Source: an optimization exercise on an open RTL-to-GDS flow (aim: small area, a short achievable clock period and few clock cycles). Production flows keep margins and buffers that such runs may drop.
In this exercise RTL edits were held to simulation tests only and were not proved equivalent to the original.

== run 1 ==
Design hsv2rgb_stream, start of the top module:
module hsv2rgb_stream (
    input  wire        clk,
    input  wire        rst,         
    input  wire        in_valid,
    output wire        in_ready,
    input  wire [23:0] in_hsv,      
    output reg         out_valid,
    input  wire        out_ready,
    output wire [31:0] out_rgba     
);
    reg sk_valid;
    wire en = !sk_valid;
    assign in_ready = en;
    wire [7:0] a0, b0;
    wire [1:0] grp;
    gr_hue u_hue (.h(in_hsv[23:16]), .a0(a0), .b0(b0), .grp(grp));
    reg        v1;
    reg [7:0]  a0_q, b0_q, s_q, v1_q;
    reg [1:0]  grp_q;
    always @(posedge clk) begin
        if (rst)
            v1 <= 1'b0;
        else if (en)
            v1 <= in_valid;
        if (en) begin
            a0_q <= a0; b0_q <= b0; grp_q <= grp;
            s_q  <= in_hsv[15:8]; v1_q <= in_hsv[7:0];
        end
    end
    wire [7:0] r1, g1, b1;
    gr_sat u_sat (.a0(a0_q), .b0(b0_q), .grp(grp_q), .s(s_q), .r1(r1), .g1(g1), .b1(b1));
  ...
Size in the first run: roughly 120 flip-flops.
clock: 17.0 ns
lec_check: 0
cap_margin: 5
core_margin: 2
core_utilization: 58
cts_buf_list: sky130_fd_sc_hd__clkbuf_4 sky130_fd_sc_hd__clkbuf_8
place_density: 0.7
slew_margin: 5
standard.sh (not shown) runs the stock make flow with config.mk's settings and CLKGATE_MAP_FILE= SYNTH_SCRIPT=/design/flow/synth_recipe.tcl, a recipe that flattens the netlist after the stock synthesis.
==> flow/flow/run.sh <==
#!/bin/bash
# The standard layout, with: port buffers made of buf_2 cells; clock tree from
# clkbuf_4/clkbuf_8 with larger sink clusters and no dummy loads; repair_timing
# aiming for 11.6 ns of setup slack (at the design's clock period and constraints).
set -euo pipefail
bash standard.sh \
  "BUFFER_PORTS_ARGS=-buffer_cell sky130_fd_sc_hd__buf_2" \
  "CTS_ARGS=-sink_clustering_enable -repair_clock_nets -buf_list {sky130_fd_sc_hd__clkbuf_4 sky130_fd_sc_hd__clkbuf_8} -sink_clustering_size 30 -sink_clustering_max_diameter 80 -dont_use_dummy_load" \
  SETUP_SLACK_MARGIN=11.6 finish > standard_flow.log 2>&1
Testbench counts of run 1, summed over its fixed seeds: cycles 32,024.
Modified inputs, run 2 compared to run 1
- a change of PLACE_DENSITY from 0.7 to 0.8
- an added TNS_END_PERCENT of 10
- a change of CORE_UTILIZATION from 58 to 72
diff --git a/flow/flow/run.sh b/flow/flow/run.sh
--- a/flow/flow/run.sh
+++ b/flow/flow/run.sh
@@ -4 +4 @@
-# aiming for 11.6 ns of setup slack (at the design's clock period and constraints).
+# aiming for 11.9 ns of setup slack (at the design's clock period and constraints).
@@ -9 +9 @@
-  SETUP_SLACK_MARGIN=11.6 finish > standard_flow.log 2>&1
+  SETUP_SLACK_MARGIN=11.9 finish > standard_flow.log 2>&1
--- outcome ---
| non-clock buffer area fraction after layout | lower: run 1 |
Compared with run 1, run 2 shows non-clock buffer count that has gone up by more than a quarter.
[compare] base=run 1 new=run 2: total wire length increased by 820 um relative to the old numbers; die extent in x decreased by about 10% relative to the old numbers.
The launch point of the worst path comes out in_hsv[16] in one run and in_hsv[21] in the other, namely in run 1 and run 2 respectively.
Input changes introduced in run 3 (baseline for comparison: run 2):
- PLACE_DENSITY now 0.75, was 0.8
- CORE_UTILIZATION now 65, was 72
### Flow results
- Against run 2, run 3 reports a clock transition at the registers of the reported paths that is higher.
- [run 3 vs run 2] global-route usage over all layers: lower in run 3
- Looking at run 3 and run 2, the total wire length after detailed routing is a wash.
- Sort run 3 and run 2 by count of filler cells inserted in the layout asc -> top: run 2
- Length of the first detailed-routing pass in iterations delta for run 3 relative to run 2: 2 higher
- Run 2 → run 3: core area increased about 11%; minimum clock period decreased 130 ps; met1 track utilization from global routing decreased 4.2 points; share of the clock period used by the worst path after layout decreased 0.77 points.
- Run 3 vs run 2 — worst hold slack dropped 13 ps.
Edits applied to the flow inputs when going from run 3 to run 4:
- swapping 0.75 for 0.7 in PLACE_DENSITY
- swapping 65 for 55 in CORE_UTILIZATION
Result: PASS for each of run 3 and run 4. Summary of run 4 over run 3: number of ports placed on the die boundary saw little to no change. Note that the filler cell count recorded for run 4 amounts to 1.3 times the value seen in run 3. Sequential cell count came out exactly the same in run 3 and run 4. Average wire per cell in the routed design (higher): run 3. Diff run 3 and run 4: buffers inserted during post-CTS setup optimization higher in run 4. Lower number of global-route vias before repair goes to run 3 over run 4. Delay of the slowest critical-path stage: run 4 vs run 3 — no meaningful difference.

---

Another version of the RTL of hsv2rgb_stream (not shown whole).
Size: roughly 1,700 cells after synthesis, ~120 flip-flops, roughly 15,000 µm² of cells after synthesis.
export LEC_CHECK = 0
export CAP_MARGIN = 20
export CORE_MARGIN = 2
export CORE_UTILIZATION = 40
export SLEW_MARGIN = 20
create_clock -name core_clock -period 17.0 [get_ports {clk}]
run.sh (not shown) runs the stock make flow with config.mk's settings and CLKGATE_MAP_FILE= SYNTH_SCRIPT=/design/flow/synth_recipe.tcl, a recipe that flattens the netlist after the stock synthesis.
Stock flow here: none of the scripts above is used.
The first run completed without violations.
Testbench counts at the start, summed over its fixed seeds: cycles 32,024.
Next try:
==> flow/flow/run.sh (new file) <==
#!/bin/bash
# The standard layout, with the port buffers made of buf_2 cells and repair_timing
# aiming for 11.8 ns of setup slack (at the design's clock period and constraints).
set -euo pipefail
bash standard.sh "BUFFER_PORTS_ARGS=-buffer_cell sky130_fd_sc_hd__buf_2" SETUP_SLACK_MARGIN=11.8 finish > standard_flow.log 2>&1
==> flow/standard.sh (new file) <==
#!/bin/bash
# synth_recipe.tcl (not shown) runs the flow's synth.tcl, then flattens the netlist and writes it again
# the make line also repeats each setting of config.mk as NAME=value (left out here)
make -C /OpenROAD-flow-scripts/flow DESIGN_CONFIG=/design/flow/config.mk WORK_HOME=/design/flow/orfs CLKGATE_MAP_FILE= SYNTH_SCRIPT=/design/flow/synth_recipe.tcl "${@:-finish}"
CAP_MARGIN = 5   (was 20)
CORE_UTILIZATION = 65   (was 40)
CTS_BUF_LIST = sky130_fd_sc_hd__clkbuf_4 sky130_fd_sc_hd__clkbuf_8   (was not set)
PLACE_DENSITY = 0.75   (was not set)
SLEW_MARGIN = 5   (was 20)
removed: flow/run.sh
=> The new run went through all stages and came out clean. Design area rose by about 1.9%. Worst hold slack barely changes. Synthesized area stays the same. Clock skew rose by 6.5 ps. Critical path depth rose by 6. Global-route usage rose by 11 points. Synthesized cell count stays the same. Utilization rose by 30 points.

---

Setup of v38:
RTL: one of the versions met above, not the one the previous note started from.
For scale: about 1,700 cells after synthesis, ~120 flip-flops.
==> flow/config.mk <==
export PLATFORM = sky130hd
export DESIGN_NAME = hsv2rgb_stream
export DESIGN_NICKNAME = hsv2rgb_stream
export VERILOG_FILES = /design/flow/design.v
export SDC_FILE = /design/flow/constraint.sdc
export NUM_CORES = 4
export LEC_CHECK = 0
export CAP_MARGIN = 5
export CORE_MARGIN = 2
export CORE_UTILIZATION = 65
export CTS_BUF_LIST = sky130_fd_sc_hd__clkbuf_4 sky130_fd_sc_hd__clkbuf_8
export PLACE_DENSITY = 0.75
export SLEW_MARGIN = 5
export TNS_END_PERCENT = 0
==> flow/constraint.sdc <==
create_clock -name core_clock -period 17.0 [get_ports {clk}]
set_input_delay 3.4000 -clock core_clock [delete_from_list [all_inputs] [get_ports {clk}]]
set_output_delay 3.4000 -clock core_clock [all_outputs]
set_load 0.01 [all_outputs]
standard.sh (not shown) runs the stock make flow with config.mk's settings and CLKGATE_MAP_FILE= SYNTH_SCRIPT=/design/flow/synth_recipe.tcl, a recipe that flattens the netlist after the stock synthesis.
==> flow/flow/run.sh <==
#!/bin/bash
# The standard layout, with: port buffers made of buf_2 cells; clock tree from
# clkbuf_4/clkbuf_8 with larger sink clusters and no dummy loads; repair_timing
# aiming for 12.6 ns of setup slack (at the design's clock period and constraints).
set -euo pipefail
bash standard.sh \
  "BUFFER_PORTS_ARGS=-buffer_cell sky130_fd_sc_hd__buf_2" \
  "CTS_ARGS=-sink_clustering_enable -repair_clock_nets -buf_list {sky130_fd_sc_hd__clkbuf_4 sky130_fd_sc_hd__clkbuf_8} -sink_clustering_size 30 -sink_clustering_max_diameter 80 -dont_use_dummy_load" \
  SETUP_SLACK_MARGIN=12.6 finish > standard_flow.log 2>&1
Testbench counts of v38, summed over its fixed seeds: cycles 32,024.
Changes in v24 relative to v38:
diff --git a/flow/flow/run.sh b/flow/flow/run.sh
--- a/flow/flow/run.sh
+++ b/flow/flow/run.sh
@@ -4 +4 @@
-# aiming for 12.6 ns of setup slack (at the design's clock period and constraints).
+# aiming for 12.0 ns of setup slack (at the design's clock period and constraints).
@@ -9 +9 @@
-  SETUP_SLACK_MARGIN=12.6 finish > standard_flow.log 2>&1
+  SETUP_SLACK_MARGIN=12.0 finish > standard_flow.log 2>&1
[summary]
The final reports for v24 and v38 show final non-filler cell total lower in the former. Area overhead of the layout relative to synthesis, v38 and v24: lower on v24. v24 -> v38: setup slack at placement delta 0, exact match. Of v38 and v24, the lower final instance area belongs to v24. Compare v38 and v24 | sequential cell area share higher: v24. [v24] post-route core utilization fell 1.1 points relative to v38.
## Diff of input files: v31 against v24
- a deleted TNS_END_PERCENT that had been 0
==> flow/flow/run.sh <==
#!/bin/bash
# The standard layout, with: port buffers made of buf_2 cells; clock tree from
# clkbuf_4/clkbuf_8 with larger sink clusters and no dummy loads; repair_timing
# aiming for 11.6 ns of setup slack (at the design's clock period and constraints).
set -euo pipefail
bash standard.sh \
  "BUFFER_PORTS_ARGS=-buffer_cell sky130_fd_sc_hd__buf_2" \
  "CTS_ARGS=-sink_clustering_enable -repair_clock_nets -buf_list {sky130_fd_sc_hd__clkbuf_4 sky130_fd_sc_hd__clkbuf_8} -sink_clustering_size 50 -sink_clustering_max_diameter 150 -dont_use_dummy_load" \
  SETUP_SLACK_MARGIN=11.6 finish > standard_flow.log 2>&1
[summary]
Summary of v31 over v24: post-detailed-placement half-perimeter wirelength went down, share of the core filled with cells in the final layout shrank by 1.6 points, finished layout cell area down 2.3%.
Number of flip-flops and latches: v31 vs v24 identical
When v31 is set beside v24, its quantity of gates resized following cts turns out to be 8 smaller.
Side by side, non-clock buffer count turned out lower in v31 than in v24.
Looking at cell type of the slowest stage on the worst timing path, the sky130_fd_sc_hd__clkinvlp_4 result is from v31; the sky130_fd_sc_hd__mux4_2 one comes from v24.
Compared to v24, the router laid down less metal wire for v31.
The endpoint of the worst setup timing path comes out a0_q[6]$_DFFE_PN_ in one run and b0_q[3]$_DFFE_PN_ in the other, namely in v31 and v24 respectively.
Input changes introduced in v25 (baseline for comparison: v31):
- a change of CORE_UTILIZATION from 65 to 70
- a change of PLACE_DENSITY from 0.75 to 0.8
diff --git a/flow/flow/run.sh b/flow/flow/run.sh
--- a/flow/flow/run.sh
+++ b/flow/flow/run.sh
@@ -8 +8 @@
-  "CTS_ARGS=-sink_clustering_enable -repair_clock_nets -buf_list {sky130_fd_sc_hd__clkbuf_4 sky130_fd_sc_hd__clkbuf_8} -sink_clustering_size 50 -sink_clustering_max_diameter 150 -dont_use_dummy_load" \
+  "CTS_ARGS=-sink_clustering_enable -repair_clock_nets -buf_list {sky130_fd_sc_hd__clkbuf_4 sky130_fd_sc_hd__clkbuf_8} -sink_clustering_size 30 -sink_clustering_max_diameter 80 -dont_use_dummy_load" \
Findings:
- Reported for v25 and v31, setup TNS turned out identical to the last digit.
- Largest driver fanout on the critical path | v25 below v31
- Routing usage on met2: v25 > v31
- Comparing v31 against v25, there is no change at all in level count of the clock H-tree.
- Summary: die area, v25 better than v31

---

Setup of v21:
Another version of the RTL of hsv2rgb_stream (not shown whole).
Size in the first run: ~1,500 cells after synthesis, ~120 flip-flops, about 62 I/O pins.
Settings: LEC_CHECK=0, CAP_MARGIN=5, CORE_MARGIN=2, CORE_UTILIZATION=65, CTS_BUF_LIST=sky130_fd_sc_hd__clkbuf_4 sky130_fd_sc_hd__clkbuf_8, PLACE_DENSITY=0.75, SLEW_MARGIN=5, SYNTH_HIERARCHICAL=1, TNS_END_PERCENT=0; clock period 17.0 ns.
==> flow/flow/run.sh <==
#!/bin/bash
# The standard layout, with: port buffers made of buf_2 cells; clock tree from
# clkbuf_4/clkbuf_8 with larger sink clusters and no dummy loads; repair_timing
# aiming for 12.0 ns of setup slack (at the design's clock period and constraints).
set -euo pipefail
bash standard.sh \
  "BUFFER_PORTS_ARGS=-buffer_cell sky130_fd_sc_hd__buf_2" \
  "CTS_ARGS=-sink_clustering_enable -repair_clock_nets -buf_list {sky130_fd_sc_hd__clkbuf_4 sky130_fd_sc_hd__clkbuf_8} -sink_clustering_size 30 -sink_clustering_max_diameter 80 -dont_use_dummy_load" \
  SETUP_SLACK_MARGIN=12.0 finish > standard_flow.log 2>&1
Testbench counts of v21, summed over its fixed seeds: cycles 32,024.
Changes in v7 relative to v21:
==> flow/flow/run.sh <==
#!/bin/bash
# The standard layout, with: port buffers made of buf_2 cells; clock tree from
# clkbuf_4/clkbuf_8 with larger sink clusters and no dummy loads; repair_timing
# aiming for 12.15 ns of setup slack (at the design's clock period and constraints).
set -euo pipefail
bash standard.sh \
  "BUFFER_PORTS_ARGS=-buffer_cell sky130_fd_sc_hd__buf_2" \
  "CTS_ARGS=-sink_clustering_enable -repair_clock_nets -buf_list {sky130_fd_sc_hd__clkbuf_4 sky130_fd_sc_hd__clkbuf_8} -sink_clustering_size 30 -sink_clustering_max_diameter 80 -dont_use_dummy_load" \
  SETUP_SLACK_MARGIN=12.15 finish > standard_flow.log 2>&1
Results
In the final design statistics, v7 uses more standard cells in total than v21.
Clock net sink count: v21 vs v7 identical
Higher non-clock buffer count goes to v7 over v21.
Delta (v7 minus v21): synthesis-to-layout area growth went up by 0.80 points.
Worst setup slack in v7 is 21 ps lower than in v21
Edits applied to the flow inputs when going from v7 to v10:
==> flow/flow/run.sh <==
#!/bin/bash
# The standard layout, with: port buffers made of buf_2 cells; clock tree from
# clkbuf_4 with larger sink clusters and no dummy loads; repair_timing
# aiming for 12.0 ns of setup slack (at the design's clock period and constraints).
set -euo pipefail
bash standard.sh \
  "BUFFER_PORTS_ARGS=-buffer_cell sky130_fd_sc_hd__buf_2" \
  "CTS_ARGS=-sink_clustering_enable -repair_clock_nets -buf_list {sky130_fd_sc_hd__clkbuf_4} -sink_clustering_size 30 -sink_clustering_max_diameter 80 -dont_use_dummy_load" \
  SETUP_SLACK_MARGIN=12.0 finish > standard_flow.log 2>&1
diff --git a/flow/config.mk b/flow/config.mk
--- a/flow/config.mk
+++ b/flow/config.mk
@@ -10,3 +10,3 @@
 export CORE_UTILIZATION = 65
-export CTS_BUF_LIST = sky130_fd_sc_hd__clkbuf_4 sky130_fd_sc_hd__clkbuf_8
+export CTS_BUF_LIST = sky130_fd_sc_hd__clkbuf_4
 export PLACE_DENSITY = 0.75
Results
- Looking at sequential share of layout area, v10 sits 0.25 points above v7.
- Final area: lower on v10
- Summary — growth of design area from synthesis to finish, v10 relative to v7: lower, by 1.3 points.
- Compared to v7, the router laid down less metal wire for v10.
- Going from v7 to v10, clock transition at the registers of the reported paths now larger, global routing usage on met2 now smaller, initial antenna violation count now larger.

---

## lane 1
hsv2rgb_stream with an RTL version that a note above also has.
For scale: about 120 flip-flops, roughly 62 I/O pins, ~15000 sq um of cells after synthesis.
## hsv2rgb_stream
module hsv2rgb_stream (
    input  wire        clk,
    input  wire        rst,         
    input  wire        in_valid,
    output wire        in_ready,
    input  wire [23:0] in_hsv,      
    output reg         out_valid,
    input  wire        out_ready,
    output wire [31:0] out_rgba     
);
==> flow/config.mk <==
export PLATFORM = sky130hd
export DESIGN_NAME = hsv2rgb_stream
export DESIGN_NICKNAME = hsv2rgb_stream
export VERILOG_FILES = /design/flow/design.v
export SDC_FILE = /design/flow/constraint.sdc
export NUM_CORES = 4
export LEC_CHECK = 0
export CAP_MARGIN = 5
export CORE_MARGIN = 2
export CORE_UTILIZATION = 65
export CTS_BUF_LIST = sky130_fd_sc_hd__clkbuf_4 sky130_fd_sc_hd__clkbuf_8
export PLACE_DENSITY = 0.75
export SLEW_MARGIN = 5
export TNS_END_PERCENT = 0
==> flow/constraint.sdc <==
create_clock -name core_clock -period 17.0 [get_ports {clk}]
set_input_delay 3.4000 -clock core_clock [delete_from_list [all_inputs] [get_ports {clk}]]
set_output_delay 3.4000 -clock core_clock [all_outputs]
set_load 0.01 [all_outputs]
==> flow/flow/run.sh <==
#!/bin/bash
# The standard layout, with: port buffers made of buf_2 cells; clock tree from
# clkbuf_4/clkbuf_8 with larger sink clusters and no dummy loads; repair_timing
# aiming for 11.7 ns of setup slack (at the design's clock period and constraints).
set -euo pipefail
bash standard.sh \
  "BUFFER_PORTS_ARGS=-buffer_cell sky130_fd_sc_hd__buf_2" \
  "CTS_ARGS=-sink_clustering_enable -repair_clock_nets -buf_list {sky130_fd_sc_hd__clkbuf_4 sky130_fd_sc_hd__clkbuf_8} -sink_clustering_size 30 -sink_clustering_max_diameter 80 -dont_use_dummy_load" \
  SETUP_SLACK_MARGIN=11.7 finish > standard_flow.log 2>&1
Testbench counts of lane 1, summed over its fixed seeds: cycles 32,024.
Changes in lane 2 relative to lane 1:
- clearing TNS_END_PERCENT, which used to be 0
[summary]
- Lane 2 went all the way through synthesis, placement and routing and the layout is clean on timing, DRC and antenna.
- [compare] base=lane 1 new=lane 2: met1 routed wirelength after detailed routing lost 180 um, multi-input combinational gate total about even.
- Comparing the two runs side by side, lane 2 comes out ahead of lane 1 on clock skew.
- Sort lane 2 and lane 1 by worst slack after detailed placement, descending, and lane 2 comes first.
### lane 2 -> lane 3
- TNS_END_PERCENT: unset -> 0
==> flow/flow/run.sh <==
#!/bin/bash
# The standard layout, with: port buffers made of buf_2 cells; clock tree from
# clkbuf_4/clkbuf_8 with larger sink clusters and no dummy loads; repair_timing
# aiming for 12.3 ns of setup slack (at the design's clock period and constraints).
set -euo pipefail
bash standard.sh \
  "BUFFER_PORTS_ARGS=-buffer_cell sky130_fd_sc_hd__buf_2" \
  "CTS_ARGS=-sink_clustering_enable -repair_clock_nets -buf_list {sky130_fd_sc_hd__clkbuf_4 sky130_fd_sc_hd__clkbuf_8} -sink_clustering_size 30 -sink_clustering_max_diameter 80 -dont_use_dummy_load" \
  SETUP_SLACK_MARGIN=12.3 finish > standard_flow.log 2>&1
## What came out
For sequential cell count, lane 2 and lane 3 come out practically identical. Relative to lane 2, number of global-route vias before repair increased by 149 in lane 3. [compare] base=lane 2 new=lane 3: count of antenna diodes in the layout comparable, biggest cell delay along the critical path was more or less identical, maximum number of pins on one net before global-route repair shows no meaningful change. The run showing the smaller met3 usage in global routing is lane 3. Compared lane 2 against lane 3; arrival time of the worst setup path within noise.
--- input diff lane 3..lane 4 ---
- clearing TNS_END_PERCENT, which used to be 0
==> flow/flow/run.sh <==
#!/bin/bash
# The standard layout, with: port buffers made of buf_2 cells; clock tree from
# clkbuf_4/clkbuf_8 with larger sink clusters and no dummy loads; repair_timing
# aiming for 11.5 ns of setup slack (at the design's clock period and constraints).
set -euo pipefail
bash standard.sh \
  "BUFFER_PORTS_ARGS=-buffer_cell sky130_fd_sc_hd__buf_2" \
  "CTS_ARGS=-sink_clustering_enable -repair_clock_nets -buf_list {sky130_fd_sc_hd__clkbuf_4 sky130_fd_sc_hd__clkbuf_8} -sink_clustering_size 30 -sink_clustering_max_diameter 80 -dont_use_dummy_load" \
  SETUP_SLACK_MARGIN=11.5 finish > standard_flow.log 2>&1
### Flow results
Going from lane 3 to lane 4, area used by sequential logic in the layout shows no meaningful change.

## afterwards: timing with drivers on the ports
How much do the figures lean on ideal ports? The routed layouts below were timed once more, with nothing changed but the port constraints.
Step 1: set_driving_cell puts a clkbuf_16 on clk and a buf_2 on each other input, an assumption about the parent block.
Step 2 adds t to the input delays and takes it off the output delays; t is the mean of the earliest and latest rising clock arrival at the registers after step 1. Input paths then give back, and output paths get back, about the clock's delay inside the block.
Slacks: no drivers / after step 1 / after step 2; pairs: no drivers / after step 1.
run | t (ns) | setup WS [ns] | worst setup path at the end | clock arrival spread, ns | worst register clock-pin slew, ns
run 1 | 0.479 | 11.683 / 11.709 / 11.231 | input to register | 0.033 / 0.033 | 0.09 / 0.09
run 2 | 0.481 | 11.771 / 11.792 / 11.312 | input to register | 0.042 / 0.043 | 0.09 / 0.09
run 3 | 0.480 | 11.902 / 11.871 / 11.392 | input to register | 0.041 / 0.041 | 0.09 / 0.09
run 4 | 0.490 | 11.818 / 11.813 / 11.324 | input to register | 0.047 / 0.047 | 0.10 / 0.10
the first run of note 2 | 0.476 | 10.861 / 10.884 / 10.408 | input to register | 0.013 / 0.012 | 0.06 / 0.06
the second run of note 2 | 0.493 | 11.810 / 11.810 / 11.394 | input to register | 0.019 / 0.019 | 0.09 / 0.09
v38 | 0.478 | 11.913 / 11.893 / 11.415 | input to register | 0.041 / 0.041 | 0.09 / 0.09
v24 | 0.478 | 11.874 / 11.857 / 11.379 | input to register | 0.043 / 0.042 | 0.09 / 0.09
v31 | 0.481 | 11.661 / 11.681 / 11.200 | input to register | 0.036 / 0.036 | 0.09 / 0.09
v25 | 0.484 | 11.694 / 11.718 / 11.234 | input to register | 0.024 / 0.024 | 0.08 / 0.08
v21 | 0.482 | 11.965 / 11.965 / 11.514 | input to register | 0.031 / 0.031 | 0.08 / 0.08
v7 | 0.484 | 11.945 / 11.945 / 11.522 | input to register | 0.031 / 0.031 | 0.08 / 0.08
v10 | 0.579 | 12.009 / 12.009 / 11.482 | input to register | 0.051 / 0.051 | 0.13 / 0.13
lane 1 | 0.499 | 11.775 / 11.796 / 11.297 | input to register | 0.050 / 0.051 | 0.10 / 0.10
lane 2 | 0.503 | 11.798 / 11.820 / 11.317 | input to register | 0.039 / 0.040 | 0.09 / 0.09
lane 3 | 0.478 | 11.913 / 11.893 / 11.415 | input to register | 0.041 / 0.041 | 0.09 / 0.09
lane 4 | 0.483 | 11.674 / 11.696 / 11.213 | input to register | 0.037 / 0.037 | 0.09 / 0.09
After both steps every run listed still meets setup and hold. The setup slack of v10, which loses most, moves by 0.000 ns with the drivers and by -0.527 ns with both steps.
